What follows belongs to an exercise in optimizing a design on an open flow for small area, a short achievable clock period and few clock cycles; a production flow would make more cautious choices.
The RTL was checked by simulation tests, not by an equivalence proof against the original design.

==> wip/tundra <==
// stokast_core
module stokast_core (
    input  wire        clk,
    input  wire        rst,
    input  wire        cmd_valid,
    output wire        cmd_ready,
    input  wire        cmd_pass,
    input  wire [63:0] cmd_word,
    input  wire [31:0] cmd_now,
    input  wire [79:0] cmd_fate,
    output reg         resp_valid,
    output reg  [3:0]  resp_emit,
    output wire [47:0] resp_dac,
    output reg  [4:0]  resp_mode,
    output reg         resp_fault
);
    localparam [2:0] K_RUN = 3'd0, K_SEED = 3'd1, K_FATE = 3'd2, K_LENGTH = 3'd3,
                     K_OFFSET = 3'd4, K_LFO = 3'd5, K_STEPS = 3'd6, K_TSYNC = 3'd7;
    localparam [1:0] SYNC_SYNC = 2'd0, SYNC_FREE = 2'd1, SYNC_LOOP = 2'd2;
    localparam [3:0] OP_TICK = 4'd0, OP_RESET = 4'd1, OP_SEED = 4'd2, OP_SEEDCLICK = 4'd3,
                     OP_LENGTH = 4'd4, OP_LENGTHCLICK = 4'd5, OP_OFFSET = 4'd6,
                     OP_OFFSETCLICK = 4'd7, OP_STEPS = 4'd8, OP_STEPSCLICK = 4'd9;
    localparam [31:0] IDLE_TIMEOUT = 32'd5000;
    localparam [2:0] S_IDLE = 3'd0, S_PASS = 3'd1, S_TICK = 3'd2, S_MOD = 3'd3, S_STEPS = 3'd4;
    localparam [1:0] MK_LFO = 2'd0, MK_OFS = 2'd1, MK_SYNC = 2'd2;
    reg [13:0] seed;
    reg [6:0]  plen;
    reg [6:0]  length   [0:3];
    reg [6:0]  steps    [0:3];
    reg [5:0]  offset   [0:3];
    reg [1:0]  sync     [0:3];
    reg [3:0]  lfo_mode [0:3];
    reg [4:0]  mode;
    reg [31:0] tick_count;
    reg [31:0] gph;
    reg [5:0]  tph      [0:3];
    reg        reset_armed;
    reg [31:0] predicted;
    reg [31:0] last_tick_time;
    reg [31:0] last_action;
    reg [11:0] last_out [0:3];
    reg [3:0]  last_ok;
    reg [3:0]  gate_high;
    reg [31:0] rand_idx [0:3];
    reg [5:0]  rand_mod [0:3];    
    reg        regen;
    reg        acted;
    reg        fault;
  ...
==> flow/config.mk <==
export PLATFORM = sky130hd
export DESIGN_NAME = stokast_core
export DESIGN_NICKNAME = stokast_core
export VERILOG_FILES = /design/flow/design.v
export SDC_FILE = /design/flow/constraint.sdc
export NUM_CORES = 4
export LEC_CHECK = 0
export CAP_MARGIN = 20
export CORE_MARGIN = 2
export CORE_UTILIZATION = 60
export SLEW_MARGIN = 20
==> flow/constraint.sdc <==
create_clock -name core_clock -period 20.0 [get_ports {clk}]
set_input_delay 4.0000 -clock core_clock [delete_from_list [all_inputs] [get_ports {clk}]]
set_output_delay 4.0000 -clock core_clock [all_outputs]
set_load 0.01 [all_outputs]
standard.sh (not shown) runs the stock make flow with config.mk's settings and CLKGATE_MAP_FILE= SYNTH_SCRIPT=/design/flow/synth_recipe.tcl, a recipe that flattens the netlist after the stock synthesis.
==> flow/flow/run.sh <==
#!/bin/bash
# The standard layout (standard.sh), with ORFS's timing repair asked to leave
# 13.5 ns of setup slack at the design's own clock period and constraints.
set -euo pipefail
bash standard.sh SETUP_SLACK_MARGIN=13.5 finish > standard_flow.log 2>&1
==> wip/pepper: changes against wip/tundra <==
--- a/flow/design.v
+++ b/flow/design.v
@@ -824,14 +824,15 @@
     reg [2:0]  state;
     reg        up_v;        
     reg  base_rdy;          
     wire pass_done;         
     wire c_pfault = fault || c_pg;
     reg  w2_last;           
-    wire consume  = cv && (!c_pass || base_rdy) && ((state == S_IDLE) || pass_done) &&
-                    !(c_pass && c_pfault && (pass_done || w2_last));
+    reg  [4:0] pmode;       
+    wire op_safe;           
+    wire consume;           
     assign cmd_ready = !cv || (cv && (state == S_IDLE) && (!c_pass || (base_rdy && !(c_pfault && w2_last))));
     reg [1:0]  otrk;        
     reg [1:0]  mod_kind;
     reg        mod_neg;
     reg [7:0]  step_cnt;
     reg        step_up;
@@ -1012,24 +1013,31 @@
     reg [2:0]  h_cnt;
     reg [3:0]  gpend;
     wire [1:0] wpick = rdy[0] ? 2'd0 : rdy[1] ? 2'd1 : rdy[2] ? 2'd2 : 2'd3;
     wire       pickv = (rdy != 4'd0);
     assign pass_done = (state == S_PASS) && ((u_busy & ~(pickv ? (4'd1 << wpick) : 4'd0)) == 4'd0) &&
                        (gpend == 4'd0) && (!h_busy || (h_ph == 2'd2 && h_cnt == 3'd0)) && !w2_last;
+    assign op_safe = fault || !c_ok || (c_word[3:0] == OP_RESET) || (c_word[3:0] == OP_SEEDCLICK) ||
+                    (c_word[3:0] == OP_LENGTH) || (c_word[3:0] == OP_LENGTHCLICK) ||
+                    (c_word[3:0] == OP_OFFSETCLICK) || (c_word[3:0] == OP_STEPSCLICK) ||
+                    ((c_word[3:0] == OP_SEED) && (mode[4:2] != K_FATE) && (gpend == 4'd0) && !h_busy);
+    assign consume = cv && (!c_pass || base_rdy) &&
+                    ((state == S_IDLE) || pass_done || ((state == S_PASS) && !c_pass && op_safe)) &&
+                    !(c_pass && c_pfault && (pass_done || w2_last));
     reg        w2_v;
     reg [1:0]  w2_t;
     reg [11:0] wa_va;
     reg [10:0] wa_sqb;
-    reg [5:0]  wa_sqs;
+    reg [9:0]  wa_sqs;
     reg        wa_sqr;
     reg        wa_q31;
     reg [12:0] wa_dh, wa_a;
     reg [1:0]  wa_kind;
     wire [11:0] wva;
     wire [10:0] wsqb;
-    wire [5:0]  wsqs;
+    wire [9:0]  wsqs;
     wire        wsqr;
     wire        wq31;
     wire [12:0] wdh, wa;
     stokast_wave_a u_wa (.mode(lfo_mode[wpick]), .phase(u_P[wpick]), .va(wva), .sqb(wsqb), .sqs(wsqs), .sqr(wsqr), .q31(wq31), .dh(wdh), .a(wa));
     wire [11:0] w2_val;
     stokast_wave_b u_wb (.kind(wa_kind), .va(wa_va), .sqb(wa_sqb), .sqs(wa_sqs), .sqr(wa_sqr), .q31(wa_q31), .dh(wa_dh), .a(wa_a), .value(w2_val));
@@ -1175,24 +1183,30 @@
                 end
             end
             S_MOD: begin
                 if (!me_busy) begin
                     case (mod_kind)
                         MK_LFO:  lfo_mode[otrk] <= me_res[3:0];
-                        MK_SYNC: sync[otrk]     <= me_res[1:0];
+                        MK_SYNC: begin
+                                     sync[otrk]   <= me_res[1:0];
+                                     tph_ok[otrk] <= 1'b0;
+                                 end
                         default: offset[otrk]   <= me_res[5:0];
                     endcase
                     state <= S_IDLE;
                 end
             end
             S_STEPS: begin
                 if (step_cnt != 8'd0) begin
                     steps[otrk]  <= so_n[6:0];
                     length[otrk] <= so_l[6:0];
                     step_cnt     <= step_cnt - 8'd1;
-                    dset[otrk]   = 1'b1;
+                    if (so_l[6:0] != length[otrk]) begin
+                        dset[otrk]   = 1'b1;
+                        tph_ok[otrk] <= 1'b0;
+                    end
                 end else if ({1'b0, offset[otrk]} < length[otrk]) begin
                     state    <= S_IDLE;
                 end else if ({1'b0, offset[otrk]} - length[otrk] < length[otrk]) begin
                     offset[otrk] <= offset[otrk] - length[otrk][5:0];
                     state    <= S_IDLE;
                 end else begin
@@ -1273,13 +1287,13 @@
                         u_g[t]  <= g_i;
                         u_b[t]  <= 1'b1;
                         u_fr[t] <= 1'b0;
                     end
                 end
                 if (pass_done) begin
-                    resp_mode  <= mode;
+                    resp_mode  <= pmode;
                     resp_fault <= 1'b0;
                     state      <= S_IDLE;
                     if (pickv) begin
                         w2_last <= 1'b1;
                     end else begin
                         resp_valid <= 1'b1;
@@ -1317,17 +1331,19 @@
                             for (t = 0; t < 4; t = t + 1) begin
                                 rand_idx[t] <= 32'd0;
                                 rand_mod[t] <= 6'd0;
                             end
                             regen <= 1'b0;
                         end
+                        pmode <= mode;
                         if (acted) begin
                             last_action <= c_now;
                             acted <= 1'b0;
                         end else if (mode != 5'd0 && s_idle) begin
-                            mode <= 5'd0;
+                            mode  <= 5'd0;
+                            pmode <= 5'd0;
                         end
                         pm    <= s_e;
                         pm1   <= s_e1;
                         pm2   <= s_e2;
                         p_fix <= s_full;
                         tri_ok <= 4'd0;
@@ -1414,13 +1430,16 @@
                             sv = $signed({9'b0, plen}) + w_d;
                             if (sv >= 2 && sv <= 64) begin
                                 plen   <= sv[6:0];
                                 regen  <= 1'b1;
                                 mode   <= {K_LENGTH, 2'd0};
                                 acted  <= 1'b1;
-                                tph_ok <= 4'd0;
+                                for (t = 0; t < 4; t = t + 1)
+                                    if (sync[t] == SYNC_SYNC &&
+                                        den[t] != ((sv[6:0] < length[t]) ? sv[6:0] : length[t]))
+                                        tph_ok[t] <= 1'b0;
                             end
                         end
                         OP_LENGTHCLICK: ;
                         OP_OFFSET: begin
                             if (mode == {K_LFO, w_trk}) begin
                                 sv = $signed({12'b0, lfo_mode[w_trk]}) + w_d;
@@ -1452,13 +1471,12 @@
                         OP_OFFSETCLICK: begin
                             mode  <= (mode == {K_LFO, w_trk}) ? {K_OFFSET, w_trk} : {K_LFO, w_trk};
                             acted <= 1'b1;
                         end
                         OP_STEPS: begin
                             acted <= 1'b1;
-                            tph_ok[w_trk] <= 1'b0;
                             if (mode == {K_TSYNC, w_trk}) begin
                                 sv = $signed({14'b0, sync[w_trk]}) + w_d;
                                 sabs = sv[15] ? -sv : sv;
                                 fm   = fm_s;
                                 mod_kind <= MK_SYNC;
                                 mod_neg  <= sv[15];
@@ -1466,12 +1484,13 @@
                                 me_val   <= sabs[7:0];
                                 me_src   <= 2'd2;
                                 me_r     <= 6'd0;
                                 me_nib   <= 4'd3;
                                 if (fm[6]) begin
                                     sync[w_trk] <= fm[1:0];
+                                    if (fm[1:0] != sync[w_trk]) tph_ok[w_trk] <= 1'b0;
                                 end else begin
                                     me_busy  <= 1'b1;
                                     state    <= S_MOD;
                                 end
                             end else begin
                                 regen    <= 1'b1;
@@ -1675,27 +1694,24 @@
 endmodule
 module stokast_wave_a (
     input  wire [3:0]  mode,
     input  wire [31:0] phase,
     output reg  [11:0] va,
     output wire [10:0] sqb,
-    output wire [5:0]  sqs,
+    output wire [9:0]  sqs,
     output wire        sqr,
     output wire        q31,
     output wire [12:0] dh,
     output wire [12:0] a
 );
     wire [1:0]  add = (mode == 4'd4 || mode == 4'd7 || mode == 4'd10) ? 2'b01 :
                       (mode == 4'd5 || mode == 4'd8 || mode == 4'd11) ? 2'b10 : 2'b00;
     wire [31:0] q = {phase[31:30] + add, phase[29:0]};
     assign q31 = q[31];
     wire [10:0] s_idx = q[30] ? (11'd1024 - {1'b0, q[29:20]}) : {1'b0, q[29:20]};
-    wire [9:0]  sqsb;
-    stokast_sine_q u_sine (.idx(s_idx), .q_b(sqb), .q_s(sqsb), .q_r(sqr));
-    wire [9:0]  sqm = sqsb[9:4] * sqsb[3:0];
-    assign sqs = sqm[9:4];
+    stokast_sine_q u_sine (.idx(s_idx), .q_b(sqb), .q_s(sqs), .q_r(sqr));
     always @(*) begin
         case (mode)
             4'd1:                va = q[31:20];
             4'd2:                va = ~q[31:20];
             4'd9, 4'd10, 4'd11:  va = q[31] ? 12'd0 : 12'd4095;
             default:             va = 12'd0;
@@ -1716,25 +1732,26 @@
     assign a  = (mid && qnz) ? am : ap;
 endmodule
 module stokast_wave_b (
     input  wire [1:0]  kind,
     input  wire [11:0] va,
     input  wire [10:0] sqb,
-    input  wire [5:0]  sqs,
+    input  wire [9:0]  sqs,
     input  wire        sqr,
     input  wire        q31,
     input  wire [12:0] dh,
     input  wire [12:0] a,
     output wire [11:0] value
 );
+    wire [9:0]  sqm    = sqs[9:4] * sqs[3:0];
     wire [10:0] sq;
     wire [11:0] sng;
     wire [13:0] df;
     wire [11:0] tri_v;
     wire        c1, c2, c3, c4;
-    stokast_add #(11) u_sq (.a(sqb), .b({5'd0, sqs}), .ci(sqr), .s(sq), .co(c1));
+    stokast_add #(11) u_sq (.a(sqb), .b({5'd0, sqm[9:4]}), .ci(sqr), .s(sq), .co(c1));
     stokast_add #(12) u_sn (.a({1'b0, ~sq}), .b(12'd0), .ci(1'b1), .s(sng), .co(c2));               
     wire [11:0] sine_v = q31 ? sng : {1'b1, sq};
     stokast_add #(14) u_df (.a({1'b0, a}), .b(~{dh[12], dh}), .ci(1'b1), .s(df), .co(c3));           
     stokast_add #(12) u_tv (.a({~dh[11], dh[10:0]}), .b({{9{df[13]}}, df[13:11]}), .ci(1'b0), .s(tri_v), .co(c4));
     assign value = kind[1] ? tri_v : kind[0] ? sine_v : va;
 endmodule
CAP_MARGIN = 35   (was 20)
SLEW_MARGIN = 35   (was 20)
==> reports/metrics.csv <==
stage;metric;value;unit
status;outcome;complete, but fails checks;
status;layout violations;capacitance limit, slew limit;
sta;final slew viol count;6;
sta;clock period minus worst slack;7.12;ns
finish;Layout Utilization;67.6;%
logic_synthesis;Syn Nets;18300;
cts;Num CTS Buffers;181;
power_and_ir_drop;P_seq;4710;uW
setup_path;CP endpoint;last_out[1][5]$_DFFE_PP_;
logic_synthesis;sequential area share after synthesis;30.9;%
floorplanning;die area;243000;um^2
job;maximum capacitance violations;1;
[end of results for wip/tundra]
==> reports/metrics.csv <==
stage;metric;value;unit
cts;Num CTS Buffers;190;
logic_synthesis;sequential area share after synthesis;30.6;%
status;outcome;no timing/DRC/antenna violations;
setup_path;r2r startpoint;wa_sqs[2]$_DFFE_PP_;
route;Antenna Nets Post-Route;0;
setup_path;CP endpoint;last_out[0][11]$_DFFE_PP_;
cts;CTS tree;done;
sta;clock period minus worst slack;6.91;ns
setup_path;crit path launch;wa_sqs[2]$_DFFE_PP_;
floorplanning;die area;248000;um^2
finish;Layout Utilization;66.7;%
job;maximum capacitance violations;0;
logic_synthesis;Syn Nets;18600;
sta;final slew viol count;0;
route;met3 routed WL;79800;um
[end of results for wip/pepper]
Testbench counts of wip/tundra, summed over its fixed seeds: cycles 70,864.
Testbench counts of wip/pepper, summed over its fixed seeds: cycles 69,457.

==> afterwards: timing with drivers on the ports <==
How much do the figures lean on ideal ports? The routed layouts below were timed once more, with nothing changed but the port constraints.
Step 1 (the two cells are an assumption about what drives the block):
set clk [get_ports {clk}]
set_driving_cell -lib_cell sky130_fd_sc_hd__clkbuf_16 $clk
set_driving_cell -lib_cell sky130_fd_sc_hd__buf_2 [delete_from_list [all_inputs] $clk]
Step 2 also shifts input and output timing later by t, the mid clock arrival at the registers, as if the neighbouring blocks saw the same clock.
Slacks: ideal ports / drivers / drivers and shift; pairs: ideal ports / drivers.
| run | t (ns) | setup slack, ns | worst hold slack (ns) | worst setup path after step 2 |
|---|---|---|---|---|
| wip/tundra | 1.003 | 12.876 / 12.876 / 12.538 | 0.455 / 0.455 / 0.455 | input to register |
| wip/pepper | 0.972 | 13.094 / 13.095 / 12.905 | 0.453 / 0.453 / 0.453 | input to register |
For wip/tundra, which loses most, drivers alone change the setup slack by 0.000 ns; drivers and shift together by -0.338 ns.
